This is an optimization exercise on Yosys and OpenROAD, whose aim is small area, a short achievable clock period and few clock cycles per item, not a production implementation.
In this exercise RTL edits were held to simulation tests only and were not proved equivalent to the original.

## flow/design.v (module list and top-level ports; edited modules follow where they fit)
// module armax_sb0: 102 lines
// module armax_sb1: 102 lines
// module armax_sb2: 100 lines
// module armax_sb3: 113 lines
// module armax_sb4: 109 lines
// module armax_sb5: 107 lines
// module armax_sb6: 98 lines
// module armax_sb7: 109 lines
// module armax_un1: 30 lines
// module armax_un2: 30 lines
// module armax_decrypt: 486 lines
module armax_decrypt (
    input  wire        clk,
    input  wire        rst,
    input  wire        in_valid,
    output wire        in_ready,
    input  wire [31:0] in_addr,
    input  wire [31:0] in_val,
    output wire        out_valid,
    input  wire        out_ready,
    output wire [31:0] out_addr,
    output wire [31:0] out_val
);
  // ...
==> flow/flow/run.sh <==
#!/bin/bash
# Own layout flow: the standard ORFS flow (standard.sh), except that
#  - synthesis maps the logic with flow/abc_map.script instead of ORFS's
#    abc_speed/abc_area script, and extracts no half/full adders
#    (ADDER_MAP_FILE empty); registers, their names and cell types are those
#    of the standard synthesis;
#  - the port buffers are sky130_fd_sc_hd__buf_2 (ORFS otherwise picks a
#    delay buffer, clkdlybuf4s50_1).
# Each step's full log is in orfs/logs/; make's output is in synth.log and
# layout.log here.
set -euo pipefail
here=$(pwd)
export MY_ABC_SCRIPT="$here/flow/abc_map.script"
extra="SYNTH_SCRIPT=$here/flow/my_synth.tcl ADDER_MAP_FILE= 'BUFFER_PORTS_ARGS=-buffer_cell sky130_fd_sc_hd__buf_2'"
sed -e "s#SYNTH_SCRIPT=[^ ]*#$extra#" standard.sh > own_standard.sh
grep -q "my_synth.tcl ADDER_MAP_FILE=" own_standard.sh
bash own_standard.sh synth > synth.log 2>&1
bash own_standard.sh finish > layout.log 2>&1
test -s out/final.def
==> flow/flow/abc_map.script <==
strash
&get -n
&fraig -x
&put
dc2
strash
&get -n
&dch -f
&nf -R 1000
&put
buffer -c
topo
stime -c
upsize -c
dnsize -c
==> flow/flow/my_synth.tcl <==
proc synth {args} { yosys synth -nofsm -noshare {*}$args }
# Technology mapping with this flow's own ABC script (flow/abc_map.script)
# in place of ORFS's abc_area/abc_speed scripts.
if {[info exists ::env(MY_ABC_SCRIPT)] && $::env(MY_ABC_SCRIPT) ne ""} {
  proc abc {args} {
    set i [lsearch -exact $args -script]
    if {$i >= 0} { lset args [expr {$i + 1}] $::env(MY_ABC_SCRIPT) }
    puts "abc with script $::env(MY_ABC_SCRIPT)"
    yosys abc {*}$args
  }
}
source $::env(SCRIPTS_DIR)/synth.tcl
# left out here: clear keep_hierarchy, flatten, clean up, hide names made inside functions, write 1_2_yosys.v
==> flow/standard.sh <==
#!/bin/bash
# synth_recipe.tcl (not shown) runs the flow's synth.tcl, then flattens the netlist and writes it again
# the make line also repeats each setting of config.mk as NAME=value (left out here)
make -C /OpenROAD-flow-scripts/flow DESIGN_CONFIG=/design/flow/config.mk WORK_HOME=/design/flow/orfs CLKGATE_MAP_FILE= SYNTH_SCRIPT=/design/flow/synth_recipe.tcl "${@:-finish}"
==> flow/config.mk <==
export PLATFORM = sky130hd
export DESIGN_NAME = armax_decrypt
export DESIGN_NICKNAME = armax_decrypt
export VERILOG_FILES = /design/flow/design.v
export SDC_FILE = /design/flow/constraint.sdc
export NUM_CORES = 4
export LEC_CHECK = 0
export CAP_MARGIN = 20
export CORE_MARGIN = 2
export CORE_UTILIZATION = 40
export PLACE_DENSITY = 0.6
export SLEW_MARGIN = 20
==> flow/constraint.sdc <==
create_clock -name core_clock -period 10.0 [get_ports {clk}]
set_input_delay 2.0000 -clock core_clock [delete_from_list [all_inputs] [get_ports {clk}]]
set_output_delay 2.0000 -clock core_clock [all_outputs]
set_load 0.01 [all_outputs]
==> flow_summary.ini, run 1 <==
[synthesis]
syn_inst = 10860
synth-seq-area-share_pct = 39.55
yosysTopAreaCell = edfxtp_1
ys_seq_elements = 1188
synth_common_cells = 1355 x nand2_1, 1229 x nor2_1, 1088 x edfxtp_1
ys_warn_count = 1
ys_async_sr_fraction_pct = 0

[finish]
inv_count = 208
seq_cell_count = 1188
multi_input_area_share_pct = 52.06
buf_share_pct = 1.199
final_net_count = 10370

[run]
drv_cap = 0

[clock_tree]
numCtsBuffers = 140
root_buffer = clkbuf_16
cts.path.max_buffers = 3

[die]
fp.coreArea_sq_um = 217600
ioPinCount = 134
placementRows = 171
die_h_microns = 472.1

[routing]
via_per_inst = 5.959
drc_errors = 0

[outcome]
run_status = finished clean

[setup_path]
setup.worst_path.start_class = flip-flop
timing.critical_path.buf_inv = 1

[grt]
grt_util_met3_pct = 2.522

[sta]
whs_ns = 0.4543

[place]
io_buffers = 133
Testbench counts, summed over its fixed seeds: cycles 3,336, items 3,200.
==> inputs of run 2 (changes only) <==
--- a/flow/config.mk
+++ b/flow/config.mk
@@ -7,6 +7,6 @@
 export LEC_CHECK = 0
 export CAP_MARGIN = 20
 export CORE_MARGIN = 2
-export CORE_UTILIZATION = 40
-export PLACE_DENSITY = 0.6
+export CORE_UTILIZATION = 65
+export PLACE_DENSITY = 0.75
 export SLEW_MARGIN = 20
==> flow_summary.ini, run 2 <==
[die]
fp.coreArea_sq_um = 133600
die_h_microns = 371.2
placementRows = 134
ioPinCount = 134
initial_utilization_pct = 65.60
fp.dieW_microns = 371.2
fp.dieArea_sq_um = 137800

[routing]
wire_per_inst_microns = 20.42
via_per_inst = 6.658
drc_errors = 0
wirelength_microns = 248100
ant_nets = 0
first_pass_iters = 8
drt_iter0_drc = 11210
vias = 80860

[sta]
whs_ns = 0.4639
fin_crit_sh_pct = 34.35
slew_headroom_pct = 28.65
slew_violations = 0
worst_pin_slew_ns = 1.043
timing.fmax_ghz = 0.2912
rsz0062_at_grt = false
fin_skew_ns = 0.03090
setup_violations = 0
finalSetupTns_ns = 0
finalHoldViolCount = 0
fin_crit_ns = 3.435

[clock_tree]
cts_tree = built
cts_setup_buffers = 0
cts.path.max_buffers = 3
htreeDepth = 4
root_buffer = clkbuf_16
hold_buffers = 0
clkLatencyLatePin_ns = 0.78
ctsResizeCount = 0
path_clk_slew_ns = 0.06
cts.sinks = 1188
numCtsBuffers = 135

[synthesis]
synth_edf_count = 1088
ys_async_sr_fraction_pct = 0
synthesis.area_sq_um = 87660
ys_warn_count = 1
synth_area_leaders = edfxtp_1 37%, o21ai_0 5.9%, nand2_1 5.8%
syn-num-nets = 10930
synth_common_cells = 1355 x nand2_1, 1229 x nor2_1, 1088 x edfxtp_1
syn_inst = 10860
synth-seq-area-share_pct = 39.55
synth_top_area_share_pct = 37.27
yosysMostFrequentCell = nand2_1
synth_cell_type_count = 87
yosysTopAreaCell = edfxtp_1
ys_seq_elements = 1188
synth_top_flop_cell = edfxtp_1
synth_area_per_cell_sq_um = 8.071

[finish]
drive_gt1_share_pct = 5.251
fin_area_sq_um = 91800
final_cell_mix = 1355 x nand2_1, 1228 x nor2_1, 1088 x edfxtp_1, 1041 x o21ai_0, 958 x a21oi_1
syn_to_final_growth_pct = 4.716
diodes = 0
layout_commonest_cell = nand2_1
final_net_count = 10340
fillCellCount = 10680

[run]
drv_cap = 0

[setup_path]
critical_path_depth = 1
timing.critical_path.buf_inv = 1
path_class = flip-flop to primary output
arrival_ns = 1.43
crit_required_ns = 8.00
setup.worst_path.start_class = flip-flop
critPathCaptureType = primary output
cp_slowest_cell = edfxtp_1
path_max_fanout = 1
crit_path_max_incr_delay_ns = 0.48
r2r_cells = 13
cp_cell_sequence = buf_2
crit_family = flip-flops

[place]
dpl.hpwl_microns = 177000
io_buffers = 133
gp_congestion = 0.9722
postPlaceCellArea_sq_um = 87430

[grt]
grt_pass1_wl_microns = 386600
grt-ovfl-total = 0
grt_usage_pct = 34.81
grt_max_degree = 76
grt_pass1_vias = 71190
antenna_found_initial = 4

[outcome]
run_status = finished clean

[worst_hold_path]
worstHoldPathCells = 2
min_path_type = flip-flop to flip-flop
-- run 2: area by class of cell --
cell class	instances	area [sq um]	share of cell area [%]
clock inverter	74	735.7	0.8015
timing repair buffer	169	935.9	1.020
inverter	208	780.7	0.8505
sequential	1188	34700	37.80
tap	1768	2212	2.410
multi-input combinational	8572	48800	53.16
clock buffer	167	3633	3.958
-- run 2: through the flow --
stage	worst slack, ns	utilization (%)	instances
2_1_floorplan	6.387	-	10860
3_3_place_gp	6.576	65.43	11910
3_5_place_dp	6.549	65.43	11910
4_1_cts	6.524	68.70	12150
5_1_grt	6.246	68.70	12150
6_report	6.565	68.70	12150
-- run 2: path summary, 6_finish.rpt --
check	start	end	slack [ns]
worst max-delay path	v_o[13]	out_val[2]	6.57
worst min-delay path	v_s[2]	v_s[2]	0.46
worst max register to register	a_r15[28]	v_o[16]	6.58
worst min register to register	v_s[2]	v_s[2]	0.46
-- run 2: routing by layer --
layer	GRT usage (%)	routed length (microns)
met1	49.65	103400
met4	13.03	9378
met2	54.01	111100
met5	0	15
met3	4.875	24170
-- run 2: cell families after synthesis --
| group | synth area share [%] |
|---|---|
| compound gates | 24.81 |
| mux | 0.8735 |
| xor+xnor | 8.782 |
| buf+inv | 4.780 |
| simple gates | 21.20 |
| flops | 39.55 |
==> inputs of run 3 (changes only) <==
--- a/flow/flow/run.sh
+++ b/flow/flow/run.sh
@@ -4,6 +4,8 @@
 #    abc_speed/abc_area script, and extracts no half/full adders
 #    (ADDER_MAP_FILE empty); registers, their names and cell types are those
 #    of the standard synthesis;
+#  - repair_timing aims for 6.7 ns of setup slack (SETUP_SLACK_MARGIN),
+#    so that it sizes the gates of the longest paths;
 #  - the port buffers are sky130_fd_sc_hd__buf_2 (ORFS otherwise picks a
 #    delay buffer, clkdlybuf4s50_1).
 # Each step's full log is in orfs/logs/; make's output is in synth.log and
@@ -11,7 +13,7 @@
 set -euo pipefail
 here=$(pwd)
 export MY_ABC_SCRIPT="$here/flow/abc_map.script"
-extra="SYNTH_SCRIPT=$here/flow/my_synth.tcl ADDER_MAP_FILE= 'BUFFER_PORTS_ARGS=-buffer_cell sky130_fd_sc_hd__buf_2'"
+extra="SYNTH_SCRIPT=$here/flow/my_synth.tcl ADDER_MAP_FILE= 'BUFFER_PORTS_ARGS=-buffer_cell sky130_fd_sc_hd__buf_2' SETUP_SLACK_MARGIN=6.7"
 sed -e "s#SYNTH_SCRIPT=[^ ]*#$extra#" standard.sh > own_standard.sh
 grep -q "my_synth.tcl ADDER_MAP_FILE=" own_standard.sh
 bash own_standard.sh synth > synth.log 2>&1
==> flow_summary.ini, run 3 <==
[synthesis]
synth_top_flop_cell = edfxtp_1
syn_inst = 10860
yosysTopAreaCell = edfxtp_1
synth_area_per_cell_sq_um = 8.071
yosysMostFrequentCell = nand2_1
synth_cell_type_count = 87
ys_seq_elements = 1188
synth-seq-area-share_pct = 39.55
synth_common_cells = 1355 x nand2_1, 1229 x nor2_1, 1088 x edfxtp_1
syn-num-nets = 10930
synth_area_leaders = edfxtp_1 37%, o21ai_0 5.9%, nand2_1 5.8%
ys_warn_count = 1
synthesis.area_sq_um = 87660
synth_top_area_share_pct = 37.27
ys_async_sr_fraction_pct = 0
synth_edf_count = 1088

[routing]
ant_nets = 0
wire_per_inst_microns = 20.37
wirelength_microns = 249900
first_pass_iters = 7
drt_iter0_drc = 10500
vias = 81920
via_per_inst = 6.676
drc_errors = 0

[setup_path]
cp_cell_sequence = buf_6
crit_required_ns = 8.00
path_max_fanout = 1
rr_startpoint = v_r6[28]
timing.critical_path.buf_inv = 1
crit_family = flip-flops
arrival_ns = 1.46
crit_path_max_incr_delay_ns = 0.49
setup.worst_path.start_class = flip-flop
rrSetupSlack_ns = 6.82
r2r_cells = 15
cp_slowest_cell = edfxtp_1
path_class = flip-flop to primary output
critPathLaunch = v_o[17]
r2r-end = a_r7[16]
critPathCaptureType = primary output

[grt]
grt-ovfl-total = 0
grt_pass1_vias = 71300
grt_pass1_wl_microns = 384800
grt_usage_pct = 34.61
grt_max_degree = 96
antenna_found_initial = 5

[finish]
final_net_count = 10460
drive_gt1_share_pct = 6.475
final_cell_mix = 1355 x nand2_1, 1225 x nor2_1, 1088 x edfxtp_1, 1040 x o21ai_0, 957 x a21oi_1
syn_to_final_growth_pct = 6.035
layout_commonest_cell = nand2_1
fillCellCount = 10670
fin_area_sq_um = 92950

[clock_tree]
root_buffer = clkbuf_16
hold_buffers = 0
clkLatencyLatePin_ns = 0.78
path_clk_slew_ns = 0.06
htreeDepth = 4
numCtsBuffers = 137
cts.sinks = 1188
cts.path.max_buffers = 3
cts_tree = built

[worst_hold_path]
holdCritStartpoint = v_s[18]
min_path_type = flip-flop to flip-flop
min_to = v_s[18]
worstHoldPathCells = 2

[run]
drv_cap = 0

[die]
ioPinCount = 134
die_h_microns = 371.2
initial_utilization_pct = 65.60
fp.coreArea_sq_um = 133600
fp.dieW_microns = 371.2
placementRows = 134
fp.dieArea_sq_um = 137800

[place]
dpl.hpwl_microns = 175700
postPlaceCellArea_sq_um = 87430
gp_congestion = 0.9897
io_buffers = 133

[sta]
finalHoldViolCount = 0
rsz0062_at_grt = true
fin_crit_ns = 3.457
slew_violations = 0
timing.fmax_ghz = 0.2893
slew_headroom_pct = 21.84
finalSetupTns_ns = 0
fin_crit_sh_pct = 34.57
setup_violations = 0
fin_skew_ns = 0.02361
worst_pin_slew_ns = 1.143

[outcome]
run_status = finished clean
[run 3: kinds of logic after synthesis]
kind of cell | Yosys count | share of synthesized area [%]
flops | 1188 | 39.55
xor+xnor | 879 | 8.782
mux | 72 | 0.8735
compound gates | 3536 | 24.81
simple gates | 4085 | 21.20
buf+inv | 1102 | 4.780
[run 3: final cells by class]
cell class / instances / area [sq um] / area share (%)
Antenna cell: 2 / 5.005 / 0.005384
Clock buffer: 165 / 3687 / 3.967
Clock inverter: 89 / 932.1 / 1.003
Inverter: 208 / 780.7 / 0.8399
Multi-Input combinational cell: 8572 / 48830 / 52.53
Sequential cell: 1188 / 34700 / 37.33
Tap cell: 1768 / 2212 / 2.380
Timing Repair Buffer: 280 / 1810 / 1.948
[run 3: per-stage QoR]
| step | hold slack (ns) | setup WS (ns) | cells | util, % |
|---|---|---|---|---|
| floorplan | 0.4206 | 6.774 | 10860 | - |
| global placement | 0.4465 | 6.343 | 11910 | 65.43 |
| detailed placement | 0.4567 | 6.321 | 11910 | 65.43 |
| CTS | 0.4687 | 6.503 | 12160 | 68.89 |
| global route | 0.4850 | 6.514 | 12270 | 69.56 |
| finish | 0.4684 | 6.543 | 12270 | 69.56 |
[run 3: worst max-delay path by stage]
stage / cells after the start / slack (ns) / endpoint
3_5_place_dp: 4 / 6.32 / en_r7
5_1_grt: 1 / 6.51 / out_val[18]
3_3_place_gp: 4 / 6.34 / en_r1
2_1_floorplan: 4 / 6.77 / en_r10
4_1_cts: 1 / 6.50 / out_val[18]
6_report: 1 / 6.54 / out_addr[4]
[run 3: what timing repair did]
action | CTS | global route
setup endpoints to repair | 65 | 117
cloned | 0 | 0
setup buffers | 0 | 111
resized for setup | 2 | 13
[run 3: per-layer routing]
metal / track usage [%] / part of all wire, %
met4: 13.79 / 4.1
met5: 0 / 0.016
met2: 53.35 / 45
met3: 5.715 / 10
met1: 48.72 / 41
==> inputs of run 4 (changes only) <==
--- a/flow/config.mk
+++ b/flow/config.mk
@@ -7,6 +7,6 @@
 export LEC_CHECK = 0
 export CAP_MARGIN = 20
 export CORE_MARGIN = 2
-export CORE_UTILIZATION = 65
-export PLACE_DENSITY = 0.75
+export CORE_UTILIZATION = 78
+export PLACE_DENSITY = 0.86
 export SLEW_MARGIN = 20
==> flow_summary.ini, run 4 <==
[routing]
drc_errors = 0
wirelength_microns = 255900
first_pass_iters = 12
vias = 84900
ant_nets = 0
drt_iter0_drc = 14900
wire_per_inst_microns = 21.39
via_per_inst = 7.098

[die]
placementRows = 122
fp.coreArea_sq_um = 111100
initial_utilization_pct = 78.89
ioPinCount = 134
die_h_microns = 339.2
fp.dieW_microns = 339.2
fp.dieArea_sq_um = 115100

[synthesis]
synth_compound_area_share_pct = 24.81
synth_top_family_by_area = compound AO/OA/AOI/OAI gates
synth_cell_type_count = 87
ys_seq_elements = 1188
syn_inst = 10860
muxShareOfSynthArea_pct = 0.8735
synth-seq-area-share_pct = 39.55
yosysTopAreaCell = edfxtp_1
synth_top_flop_cell = edfxtp_1
synth_common_cells = 1355 x nand2_1, 1229 x nor2_1, 1088 x edfxtp_1
synth_area_leaders = edfxtp_1 37%, o21ai_0 5.9%, nand2_1 5.8%
synth_xor_area_share_pct = 8.782
syn-num-nets = 10930
ys_warn_count = 1
synth-adder-area-share_pct = 0
yosysMostFrequentCell = nand2_1
synth_top_area_share_pct = 37.27
synthesis.area_sq_um = 87660
synth_simple_gate_area_share_pct = 21.20
synth_area_per_cell_sq_um = 8.071
synth_edf_count = 1088
ys_async_sr_fraction_pct = 0

[outcome]
run_status = finished clean

[sta]
worst_pin_slew_ns = 1.168
finalSetupTns_ns = 0
fin_crit_sh_pct = 33.87
slew_headroom_pct = 22.13
fin_crit_ns = 3.387
timing.fmax_ghz = 0.2952
fin_skew_ns = 0.03121
finalHoldViolCount = 0
rsz0062_at_grt = true
slew_violations = 0
setup_violations = 0
whs_ns = 0.4733

[grt]
grt-ovfl-total = 0
grt_pass1_wl_microns = 397600
antenna_found_initial = 1
grt_pass1_vias = 75720
grt_usage_pct = 42.00
grt_max_degree = 100

[finish]
drive_gt1_share_pct = 6.245
layout_commonest_cell = nand2_1
fillCellCount = 6941
utilization_pct = 82.91
fin_area_sq_um = 92140
final_net_count = 10440
syn_to_final_growth_pct = 5.103
final_cell_mix = 1355 x nand2_1, 1225 x nor2_1, 1088 x edfxtp_1, 1040 x o21ai_0, 956 x a21oi_1

[setup_path]
r2r_cells = 10
crit_path_max_incr_delay_ns = 0.46
path_max_fanout = 1
critical_path_depth = 1
arrival_ns = 1.39
rrSetupSlack_ns = 6.84
timing.critical_path.buf_inv = 1
cp_cell_sequence = buf_2
crit_required_ns = 8.00
setup.worst_path.start_class = flip-flop
cp_slowest_cell = edfxtp_1
critPathCaptureType = primary output
crit_family = flip-flops
path_class = flip-flop to primary output

[place]
gp_congestion = 0.9916
dpl.hpwl_microns = 173000
io_buffers = 133
postPlaceCellArea_sq_um = 87090

[clock_tree]
root_buffer = clkbuf_16
cts.path.max_buffers = 3
path_clk_slew_ns = 0.07
cts_tree = built
cts.sinks = 1188
hold_buffers = 0
numCtsBuffers = 121
htreeDepth = 3
clkLatencyLatePin_ns = 0.76

[worst_hold_path]
worstHoldPathCells = 2
min_path_type = flip-flop to flip-flop

[run]
drv_cap = 0
run 4: cell count changes in the layout (fill, tap and decap cells not counted), sizes merged:
cell,previous run,this run
buf,275,272
clkinv,63,54
inv,211,208
diode,2,1
clkbuf,170,155
run 4: area by class of cell:
cell class | instances | area (sq um) | share of cell area [%]
clock buffer | 148 | 3308 | 3.591
antenna | 1 | 2.502 | 0.002716
sequential | 1188 | 34700 | 37.66
multi-input combinational | 8572 | 48860 | 53.03
timing repair buffer | 279 | 1785 | 1.938
clock inverter | 77 | 839.6 | 0.9112
inverter | 208 | 780.7 | 0.8474
tap | 1488 | 1862 | 2.021
run 4: logic make-up after synthesis:
logic type	Yosys count
simple gates	4085
compound gates	3536
flops	1188
buf+inv	1102
xor+xnor	879
mux	72
run 4: final timing paths:
kind | startpoint | endpoint
setup / recovery | v_o[24] | out_val[28]
hold / removal | v_s[15] | v_s[15]
setup reg to reg | a_r7[12] | v_r8[25]
hold reg to reg | v_s[15] | v_s[15]
run 4: stage by stage:
stage          setup slack, ns  std cells
6_report                 6.613      11960
4_1_cts                  6.602      11850
3_5_place_dp             6.377      11630
3_3_place_gp             6.452      11630
5_1_grt                  6.615      11960
2_1_floorplan            6.774      10860
run 4: worst register-to-register path: cells and delay by family (launching register included):
family | cells | cell delay, ns
AO/OA/AOI/OAI | 3 | 0.41
flip-flops | 1 | 0.84
AND/OR/NAND/NOR | 4 | 0.51
buffers and inverters | 1 | 0.41
XOR/XNOR | 2 | 0.73
run 4: what timing repair did:
| item | 4_1_cts | 5_1_grt |
|---|---|---|
| gates resized for setup | 3 | 12 |
| setup buffers | 0 | 109 |
| setup endpoints to repair | 28 | 104 |
run 4: metal layers:
layer / track usage (%) / share of wire [%] / routed length (microns)
met2: 65.86 / 45 / 114800
met3: 7.572 / 13 / 33280
met4: 19.65 / 5.6 / 14370
met5: 0 / 0 / 0
met1: 57.00 / 37 / 93430
==> inputs of run 5 (changes only) <==
--- a/flow/config.mk
+++ b/flow/config.mk
@@ -8,5 +8,6 @@
 export CAP_MARGIN = 20
 export CORE_MARGIN = 2
 export CORE_UTILIZATION = 78
+export CTS_BUF_LIST = sky130_fd_sc_hd__clkbuf_8
 export PLACE_DENSITY = 0.86
 export SLEW_MARGIN = 20
==> flow_summary.ini, run 5 <==
[outcome]
run_status = finished clean

[worst_hold_path]
min_path_type = flip-flop to flip-flop

[setup_path]
path_class = flip-flop to primary output
arrival_ns = 1.54
timing.critical_path.buf_inv = 1
cp_cell_sequence = buf_2
crit_family = flip-flops
cp_slowest_cell = edfxtp_1
path_max_fanout = 1
critPathCaptureType = primary output
crit_required_ns = 8.00
crit_path_max_incr_delay_ns = 0.46
setup.worst_path.start_class = flip-flop

[clock_tree]
cts.sinks = 1188
clkLatencyLatePin_ns = 0.93
cts_tree = built
cts.path.max_buffers = 3
htreeDepth = 4
path_clk_slew_ns = 0.06
root_buffer = clkbuf_8
hold_buffers = 0
numCtsBuffers = 196

[routing]
wire_per_inst_microns = 20.99
first_pass_iters = 13
ant_nets = 0
via_per_inst = 7.034
drc_errors = 0
vias = 85080
wirelength_microns = 253800
drt_iter0_drc = 15120

[die]
initial_utilization_pct = 78.89
die_h_microns = 339.2
fp.coreArea_sq_um = 111100
fp.dieArea_sq_um = 115100
placementRows = 122
ioPinCount = 134
fp.dieW_microns = 339.2

[finish]
layout_commonest_cell = nand2_1
utilization_pct = 82.94
fillCellCount = 6949
final_cells = 12100
syn_to_final_growth_pct = 5.145
final_net_count = 10510
final_cell_mix = 1355 x nand2_1, 1226 x nor2_1, 1088 x edfxtp_1, 1039 x o21ai_0, 958 x a21oi_1
drive_gt1_share_pct = 7.008

[grt]
antenna_found_initial = 2
grt_pass1_wl_microns = 395100
grt-ovfl-total = 0
grt_max_degree = 100
grt_usage_pct = 41.76
grt_pass1_vias = 75650

[synthesis]
synth_compound_area_share_pct = 24.81
synth_top_family_by_area = compound AO/OA/AOI/OAI gates
syn-num-nets = 10930
synth-seq-area-share_pct = 39.55
ys_seq_elements = 1188
ys_warn_count = 1
synth_top_flop_cell = edfxtp_1
synth_common_cells = 1355 x nand2_1, 1229 x nor2_1, 1088 x edfxtp_1
ys_async_sr_fraction_pct = 0
synth_area_leaders = edfxtp_1 37%, o21ai_0 5.9%, nand2_1 5.8%
syn_inst = 10860
synth_edf_count = 1088
synth_area_per_cell_sq_um = 8.071
synth_cell_type_count = 87
synthesis.area_sq_um = 87660
yosysTopAreaCell = edfxtp_1
synth_simple_gate_area_share_pct = 21.20
muxShareOfSynthArea_pct = 0.8735
yosysMostFrequentCell = nand2_1
synth-adder-area-share_pct = 0
synth_top_area_share_pct = 37.27
synth_xor_area_share_pct = 8.782

[sta]
slew_headroom_pct = 23.92
fin_crit_sh_pct = 35.41
timing.fmax_ghz = 0.2824
setup_violations = 0
finalSetupTns_ns = 0
worst_pin_slew_ns = 1.138
rsz0062_at_grt = true
finalHoldViolCount = 0
fin_skew_ns = 0.03998
fin_crit_ns = 3.541
slew_violations = 0

[place]
dp_cells = 11630
io_buffers = 133
gp_congestion = 0.9916
dpl.hpwl_microns = 173000

[run]
drv_cap = 0
[run 5: routing by layer]
metal	up-vias	share of wire, %	track usage (%)
met3	1225	13	7.633
met1	38690	36	56.67
met4	2	5.6	20.69
met5	-	0.0071	0
li1	38490	-	-
met2	6674	45	64.91
[run 5: layout make-up]
class | count | area, sq um | area share (%)
diodes | 5 | 12.51 | 0.01357
inverters | 208 | 780.7 | 0.8470
repair buffers | 276 | 1783 | 1.934
well taps | 1488 | 1862 | 2.020
clock inverters | 148 | 1289 | 1.398
clock buffers | 210 | 2890 | 3.136
multi-input cells | 8572 | 48860 | 53.01
flip-flops and latches | 1188 | 34700 | 37.65
[run 5: kinds of logic (layout without fill, tap and decap cells)]
logic type      count (synthesis)  after routing
simple gates                 4085           4085
compound gates               3536           3536
flops                        1188           1188
buf+inv                      1102            842
xor+xnor                      879            879
mux                            72             72
other cells                     0              5
[run 5: final timing paths]
kind	from	end	slack, ns	cells past startpoint
worst min register to register	v_s[22]	v_s[22]	0.47	2
worst min-delay path	v_s[22]	v_s[22]	0.47	2
worst max-delay path	v_o[24]	out_val[28]	6.46	1
worst max register to register	a_r15[16]	v_o[0]	6.69	10
[run 5: per-stage QoR]
stage	cell area, sq um	hold slack, ns	setup slack, ns
6_report	92170	0.4738	6.459
5_1_grt	92170	0.4920	6.460
4_1_cts	91290	0.4740	6.420
3_5_place_dp	87090	0.4569	6.377
3_3_place_gp	87090	0.4442	6.452
2_1_floorplan	87670	0.4206	6.774
[run 5: what timing repair did]
item / 4_1_cts / 5_1_grt
buffers inserted: 1 / 104
cloned: 0 / 0
gates resized for setup: 5 / 15
endpoints found under the hold margin: 0 / 0
setup endpoints to repair: 67 / 114
==> inputs of run 6 (changes only) <==
--- a/flow/flow/run.sh
+++ b/flow/flow/run.sh
@@ -1,7 +1,8 @@
 #!/bin/bash
 # Own layout flow: the standard ORFS flow (standard.sh), except that
 #  - synthesis maps the logic with flow/abc_map.script instead of ORFS's
-#    abc_speed/abc_area script, and extracts no half/full adders
+#    abc_speed/abc_area script (delay-oriented &nf mapping, no ABC buffering
+#    or sizing; OpenROAD sizes the gates later), and extracts no half/full adders
 #    (ADDER_MAP_FILE empty); registers, their names and cell types are those
 #    of the standard synthesis;
 #  - repair_timing aims for 6.7 ns of setup slack (SETUP_SLACK_MARGIN),
==> flow/flow/abc_map.script (replaced) <==
strash
&get -n
&fraig -x
&put
dc2
strash
&get -n
&dch -f
&nf -D 1000
&put
--- a/flow/config.mk
+++ b/flow/config.mk
@@ -8,6 +8,5 @@
 export CAP_MARGIN = 20
 export CORE_MARGIN = 2
 export CORE_UTILIZATION = 78
-export CTS_BUF_LIST = sky130_fd_sc_hd__clkbuf_8
 export PLACE_DENSITY = 0.86
 export SLEW_MARGIN = 20
==> flow_summary.ini, run 6 <==
[synthesis]
synth_area_per_cell_sq_um = 8.482
synth_edf_count = 1088
yosysTopAreaCell = edfxtp_1
syn-num-nets = 10120
synth_compound_area_share_pct = 26.11
synth_area_leaders = edfxtp_1 38%, o21ai_0 5.9%, a21oi_1 5.7%
synth_cell_type_count = 75
synth_common_cells = 1236 x nand2_1, 1156 x nor2_1, 1088 x edfxtp_1
synth_simple_gate_area_share_pct = 21.25
synth_top_area_share_pct = 38.31
synth_top_family_by_area = compound AO/OA/AOI/OAI gates
ys_warn_count = 1
syn_inst = 10050
ys_seq_elements = 1188
synth_top_flop_cell = edfxtp_1
synth-seq-area-share_pct = 40.66
synth-adder-area-share_pct = 0
synthesis.area_sq_um = 85270
ys_async_sr_fraction_pct = 0
yosysMostFrequentCell = nand2_1
muxShareOfSynthArea_pct = 0.8892
synth_xor_area_share_pct = 9.523

[die]
fp.dieArea_sq_um = 112000
fp.coreArea_sq_um = 108700
fp.dieW_microns = 334.6
ioPinCount = 134
initial_utilization_pct = 78.45
die_h_microns = 334.6
placementRows = 121

[routing]
wire_per_inst_microns = 21.61
via_per_inst = 7.219
wirelength_microns = 254200
drc_errors = 0
drt_iter0_drc = 14580
vias = 84890
ant_nets = 0
first_pass_iters = 12

[setup_path]
critPathCaptureType = primary output
cp_cell_sequence = buf_2
timing.critical_path.buf_inv = 1
path_max_fanout = 1
cp_slowest_cell = edfxtp_1
crit_family = flip-flops
critical_path_depth = 1
critPathLaunch = v_o[24]
crit_required_ns = 8.00
rrSetupSlack_ns = 6.77
r2r-end = a_r15[1]
arrival_ns = 1.35
setup.worst_path.start_class = flip-flop
crit_path_max_incr_delay_ns = 0.41
endpoint = out_val[28]
r2r_cells = 8
path_class = flip-flop to primary output
rr_startpoint = v_r14[4]

[place]
dp_cells = 11510
dpl.hpwl_microns = 172500
gp_congestion = 1.010
postPlaceCellArea_sq_um = 87510
io_buffers = 133
place_ws_ns = 6.524

[sta]
setup_violations = 0
worst_pin_slew_ns = 1.115
slew_headroom_pct = 25.66
finalSetupTns_ns = 0
finalHoldViolCount = 0
fin_crit_ns = 3.351
rsz0062_at_grt = true
fin_ws_ns = 6.649
whs_ns = 0.4639
slew_violations = 0
timing.fmax_ghz = 0.2984
fin_crit_sh_pct = 33.51
fin_skew_ns = 0.02501

[clock_tree]
path_clk_slew_ns = 0.06
cts.path.max_buffers = 3
clkLatencyLatePin_ns = 0.78
cts.sinks = 1188
root_buffer = clkbuf_16
htreeDepth = 4
hold_buffers = 0
numCtsBuffers = 130
cts_tree = built

[worst_hold_path]
min_path_type = flip-flop to flip-flop

[finish]
diodes = 0
final_net_count = 10310
fillCellCount = 6216
syn_to_final_growth_pct = 8.199
multi_input_area_sq_um = 49310
fin_area_sq_um = 92270
layout_commonest_cell = nand2_1
final_cells = 11760
drive_gt1_share_pct = 4.040
regArea_sq_um = 34700
final_cell_mix = 1236 x nand2_1, 1155 x nor2_1, 1088 x edfxtp_1, 1002 x o21ai_0, 964 x a21oi_1

[outcome]
run_status = finished clean

[grt]
grt_pass1_vias = 75960
grt_usage_pct = 43.61
grt-ovfl-total = 0
grt_pass1_wl_microns = 397600
grt_max_degree = 91
antenna_found_initial = 3

[run]
drv_cap = 0
[run 6: cell types whose count changed after synthesis, moves of 36 or more]
cell,previous run,this run
and2_0,7,123
and2_1,107,0
buf_1,32,124
clkbuf_1,836,0
clkinv_1,7,227
inv_1,201,0
mux2_2,36,0
nand2_1,1355,1236
nor2_1,1229,1156
o21ai_0,1041,1002
or2_0,0,75
or2_2,78,0
[run 6: logic make-up (layout without fill, tap and decap cells)]
| group | Yosys count | in the layout |
|---|---|---|
| AND/OR/NAND/NOR | 3931 | 3931 |
| buffers and inverters | 354 | 647 |
| XOR/XNOR | 924 | 924 |
| multiplexers | 71 | 71 |
| AO/OA/AOI/OAI | 3585 | 3585 |
| flip-flops | 1188 | 1188 |
[run 6: metrics by stage]
step | utilization [%]
floorplan | -
detailed placement | 80.51
finish | 84.88
global route | 84.88
global placement | 80.51
CTS | 84.72
[run 6: worst min-delay path by stage]
| stage | cells past startpoint | from | endpoint |
|---|---|---|---|
| 6_report | 1 | a_s[27] | a_s[27] |
| 5_1_grt | 1 | a_s[27] | a_s[27] |
| 4_1_cts | 1 | a_s[27] | a_s[27] |
| 3_5_place_dp | 1 | a_s[27] | a_s[27] |
| 3_3_place_gp | 1 | a_s[5] | a_s[5] |
| 2_1_floorplan | 2 | v_s[7] | v_s[7] |
[run 6: what timing repair did]
item / CTS / global route
gates resized for setup: 2 / 9
setup buffers: 0 / 16
pin swaps: 0 / 0
setup endpoints to repair: 48 / 80
[run 6: per-layer routing]
layer	wire [microns]	vias up	global-route usage (%)
met4	14070	6	20.57
met3	33660	1298	8.743
met2	114700	6892	68.80
li1	-	38200	-
met1	91740	38500	58.19
met5	32	-	0
[run 6: area by class of cell]
class / count / area share, %
multi-input combinational: 8511 / 53.44
clock inverter: 68 / 0.9343
timing repair buffer: 183 / 1.149
tap: 1414 / 1.917
clock buffer: 169 / 4.023
inverter: 227 / 0.9276
sequential: 1188 / 37.61

-- separate check: timing with driven ports --
The flow's constraints put no driver on any port. The routed layouts listed below were extracted and timed again, unchanged, in two steps.
Step 1 (the two cells are an assumption about what drives the block):
set clk [get_ports {clk}]
set_driving_cell -lib_cell sky130_fd_sc_hd__clkbuf_16 $clk
set_driving_cell -lib_cell sky130_fd_sc_hd__buf_2 [delete_from_list [all_inputs] $clk]
Step 2 moves the port delays by t, midway between the first and last clock arrival at a register: inputs arrive t later, outputs are due t later. That takes back most of the time a late clock gives input paths.
Slacks: ideal / step 1 / step 2; pairs: ideal / step 1.
| run | t, ns | slack for setup (ns) | latest minus earliest clock arrival (ns) | cell pins on the clock port's net |
|---|---|---|---|---|
| run 1 | 0.895 | 6.399 / 6.309 / 6.344 | 0.069 / 0.069 | 1 |
| run 2 | 0.853 | 6.565 / 6.474 / 6.563 | 0.032 / 0.033 | 1 |
| run 3 | 0.861 | 6.543 / 6.457 / 6.360 | 0.033 / 0.034 | 1 |
| run 4 | 0.829 | 6.613 / 6.525 / 6.405 | 0.033 / 0.033 | 1 |
| run 5 | 0.984 | 6.459 / 6.379 / 6.389 | 0.043 / 0.043 | 1 |
| run 6 | 0.843 | 6.649 / 6.570 / 6.445 | 0.031 / 0.032 | 1 |
After both steps every run listed still meets setup and hold. The setup slack of run 4, which loses most, moves by -0.088 ns with the drivers and by -0.208 ns with both steps.
